Context: an optimization exercise on an open-source flow, tuned for a short achievable clock period and few clock cycles per item. The choices shown serve that exercise and are no tape-out recipe.
Only simulation tests tie the RTL to the original design; equivalence was not proved.
No driver is modelled on the clock port, so clocking that relies on it looks cheaper here than on a real chip.
Power and IR drop assume default switching activity.

Design wav12_compressor, start of the top module:
module wav12_compressor (
    input  wire        clk,
    input  wire        rst,
    input  wire        start,
    input  wire [3:0]  cfg_shift,
    input  wire [15:0] cfg_nsamples,
    output wire        idle,
    output wire        done,
    input  wire        in_valid,
    input  wire [15:0] in_sample,
    output wire        in_ready,
    output wire        out_valid,
    output wire [7:0]  out_data,
    output wire        out_last,
    input  wire        out_ready
);
Size: roughly 2800 cells after synthesis, about 440 flip-flops, roughly 28000 um^2 of cells after synthesis.
export LEC_CHECK = 0
export CAP_MARGIN = 20
export CORE_MARGIN = 2
export CORE_UTILIZATION = 40
export PLACE_DENSITY = 0.6
export SLEW_MARGIN = 20
create_clock -name core_clock -period 10.0 [get_ports {clk}]
standard.sh (not shown) runs the stock make flow with config.mk's settings and CLKGATE_MAP_FILE= SYNTH_SCRIPT=/design/flow/synth_recipe.tcl, a recipe that flattens the netlist after the stock synthesis.
==> flow/flow/run.sh <==
#!/bin/bash
set -euo pipefail
K=("SETUP_SLACK_MARGIN=8.4" "BUFFER_PORTS_ARGS=-buffer_cell sky130_fd_sc_hd__buf_4")
RES=orfs/results/$FLOW_PLATFORM/wav12_compressor/base
bash standard.sh "${K[@]}" cts > standard_cts.log 2>&1
RES=$RES openroad -no_init -exit flow/rmroot.tcl > rmroot.log 2>&1
if [[ -f $RES/4_cts.odb.new ]]; then
  cp $RES/4_cts.odb.new $RES/4_1_cts.odb
  sleep 1
  mv $RES/4_cts.odb.new $RES/4_cts.odb
  touch $RES/4_cts.sdc
fi
bash standard.sh "${K[@]}" finish > standard_finish.log 2>&1
==> flow/flow/rmroot.tcl <==
set res $::env(RES)
read_db $res/4_cts.odb
set block [ord::get_db_block]
set port_net [$block findNet clk]
set root ""
foreach it [$port_net getITerms] {
  set inst [$it getInst]
  if {[string match "clkbuf_0_*" [$inst getName]]} { set root $inst }
}
if {$root eq ""} { puts "no root buffer"; exit 0 }
set out_net [[$root findITerm X] getNet]
set loads {}
foreach it [$out_net getITerms] {
  if {[$it getInst] ne $root} { lappend loads $it }
}
set n_port [llength [$port_net getITerms]]
puts "root [$root getName] drives [llength $loads] pins; port drives $n_port pins"
if {[llength $loads] + $n_port - 1 > 4} { puts "too many loads, keeping the root"; exit 0 }
foreach it $loads {
  $it disconnect
  $it connect $port_net
}
[$root findITerm A] disconnect
odb::dbInst_destroy $root
odb::dbNet_destroy $out_net
$port_net setSigType CLOCK
puts "port now drives [llength [$port_net getITerms]] pins"
write_db $res/4_cts.odb.new
Testbench counts at the start, summed over its fixed seeds: cycles 76,747, samples 57,887.
Edit:
--- a/flow/design.v
+++ b/flow/design.v
@@ -6,28 +6,29 @@
     input  wire [15:0] cfg_nsamples,
     output wire        idle,
     output wire        done,
     input  wire        in_valid,
     input  wire [15:0] in_sample,
     output wire        in_ready,
     output wire        out_valid,
     output wire [7:0]  out_data,
     output wire        out_last,
     input  wire        out_ready
 );
     reg        idle_q, done_q, in_ready_q, start_q, stall_q;
+    reg        busy_q, nrdy_q;
     reg [15:0] rem;          
     reg [15:0] shift_oh;     
-    wire go      = start & idle_q;
-    wire take    = in_valid & in_ready_q;
+    wire go      = start & ~busy_q;
+    wire take    = in_valid & ~nrdy_q;
     wire cfg_nz  = |cfg_nsamples;
     reg        take_q;
     wire rem_is0 = take_q ? (rem == 16'd1) : (rem == 16'd0);
     wire rem_is1 = take_q ? (rem == 16'd2) : (rem == 16'd1);
     wire adv     = ~stall_q;
     wire [30:0] in_x = {{15{in_sample[15]}}, in_sample};
     reg  [15:0] xq;
     integer b;
     always @* begin
         for (b = 0; b < 16; b = b + 1)
             xq[b] = |(shift_oh & in_x[b +: 16]);
     end
@@ -183,77 +184,85 @@
                 case (rel[1:0])
                     2'd0: fdata[k] <= m4[31:24];
                     2'd1: fdata[k] <= m4[23:16];
                     2'd2: fdata[k] <= m4[15:8];
                     default: fdata[k] <= m4[7:0];
                 endcase
                 flast[k] <= l3 & (rel[2:0] == nb3 - 3'd1);
             end
         end
     end
     reg       ov_q, ol_q;
     reg [7:0] od_q;
-    wire       xfer    = ov_q & out_ready;
+    reg       nov_q, nol_q;      
+    wire       xfer    = ~nov_q & out_ready;
     wire       cnt_is0 = (count == 5'd0);
     wire       cnt_is1 = (count == 5'd1);
     wire [4:0] cnt_add = count + {2'b00, wn};
     wire [4:0] cnt_sub = cnt_add - 5'd1;
     wire [7:0] hd0 = cnt_is0 ? m4[31:24] : fdata[rptr];
     wire       hl0 = cnt_is0 ? (l3 & (nb3 == 3'd1)) : flast[rptr];
     wire [7:0] hd1 = cnt_is1 ? m4[31:24] : fdata[rptr1];
     wire       hl1 = cnt_is1 ? (l3 & (nb3 == 3'd1)) : flast[rptr1];
-    always @(posedge clk) begin
-        od_q <= xfer ? hd1 : hd0;
-        ol_q <= xfer ? hl1 : hl0;
+    wire       hl_next = xfer ? hl1 : hl0;
+    wire       ov_next = xfer ? (cnt_sub != 5'd0) : (cnt_add != 5'd0);
+    always @(posedge clk) begin
+        od_q  <= xfer ? hd1 : hd0;
+        ol_q  <= hl_next;
+        nol_q <= ~hl_next;
         if (rst) begin
             ov_q  <= 1'b0;
+            nov_q <= 1'b1;
             rptr  <= 4'd0;
             rptr1 <= 4'd1;
             wptr  <= 4'd0;
             count <= 5'd0;
         end else begin
-            ov_q  <= xfer ? (cnt_sub != 5'd0) : (cnt_add != 5'd0);
+            ov_q  <= ov_next;
+            nov_q <= ~ov_next;
             rptr  <= xfer ? rptr1 : rptr;
             rptr1 <= xfer ? rptr1 + 4'd1 : rptr1;
             wptr  <= wptr + {1'b0, wn};
             count <= xfer ? cnt_sub : cnt_add;
         end
     end
     wire stall_next = cnt_add > 5'd8;
-    wire last_out  = xfer & ol_q;
+    wire last_out  = xfer & ~nol_q;
     wire done_next = last_out | (go & ~cfg_nz);
     wire rdy_take  = ~rem_is0 & ~rem_is1 & ~stall_next;
     wire rdy_idle  = ~rem_is0 & (~v0_hold | ~stall_next);
-    always @(posedge clk) begin
-        if (idle_q) begin
-            rem     <= cfg_nsamples;
+    wire idle_next = go ? ~cfg_nz : (last_out | ~busy_q);
+    wire rdy_next  = ~busy_q ? (go & cfg_nz) : (take ? rdy_take : rdy_idle);
+    always @(posedge clk) begin
+        if (~busy_q) begin
+            rem      <= cfg_nsamples;
             shift_oh <= 16'd1 << cfg_shift;
         end else if (take_q) begin
-            rem     <= rem - 16'd1;
+            rem      <= rem - 16'd1;
         end
         if (rst) begin
             idle_q     <= 1'b1;
+            busy_q     <= 1'b0;
             done_q     <= 1'b0;
             in_ready_q <= 1'b0;
+            nrdy_q     <= 1'b1;
             start_q    <= 1'b0;
             stall_q    <= 1'b0;
             take_q     <= 1'b0;
         end else begin
-            take_q  <= take;
-            done_q  <= done_next;
-            start_q <= go;
-            stall_q <= stall_next;
-            if (go)             idle_q <= ~cfg_nz;
-            else if (last_out)  idle_q <= 1'b1;
-            if (idle_q)
-                in_ready_q <= go & cfg_nz;
-            else
-                in_ready_q <= take ? rdy_take : rdy_idle;
+            take_q     <= take;
+            done_q     <= done_next;
+            start_q    <= go;
+            stall_q    <= stall_next;
+            idle_q     <= idle_next;
+            busy_q     <= ~idle_next;
+            in_ready_q <= rdy_next;
+            nrdy_q     <= ~rdy_next;
         end
     end
     assign idle      = idle_q;
     assign done      = done_q;
     assign in_ready  = in_ready_q;
     assign out_valid = ov_q;
     assign out_data  = od_q;
     assign out_last  = ol_q;
 endmodule
What happened: Wire length came out higher by 4.0%; first-iteration DRC count goes up by 24%; worst setup slack gets worse by 0.043 ns; final cell count rises by 1.7%; design area rises by 2.5%; utilization grows by 2.0 points; power increases by 1.3%; synthesized area barely changes; die area stays flat; global-route usage increases by 1.0 points; clock power went up by about 8%.
Testbench counts after the change, summed over its fixed seeds: cycles 76,747, samples 57,887.

==> what the ideal ports hide <==
In the flow no input, the clock included, has a driving cell. The finished layouts below were timed again as built, in two steps.
Step 1 assumes that a clkbuf_16 drives the clock port and a buf_2 every other input.
Step 2 adds t to the input delays and takes it off the output delays; t is the mean of the earliest and latest rising clock arrival at the registers after step 1. Input paths then give back, and output paths get back, about the clock's delay inside the block.
Three values: ideal ports, drivers, drivers and shift; two values: the first two.
run	t, ns	setup WS [ns]	hold slack, ns	worst setup path at the end	clock arrival spread, ns
the first run	0.538	7.092 / 6.970 / 6.800	0.418 / 0.418 / 0.418	input to register	0.044 / 0.044
the second run	0.535	7.049 / 6.962 / 6.687	0.419 / 0.419 / 0.419	input to register	0.041 / 0.042
After both steps setup and hold are still met in every run listed. The setup slack of the second run, which loses most, moves by -0.087 ns with the drivers and by -0.362 ns with both steps.
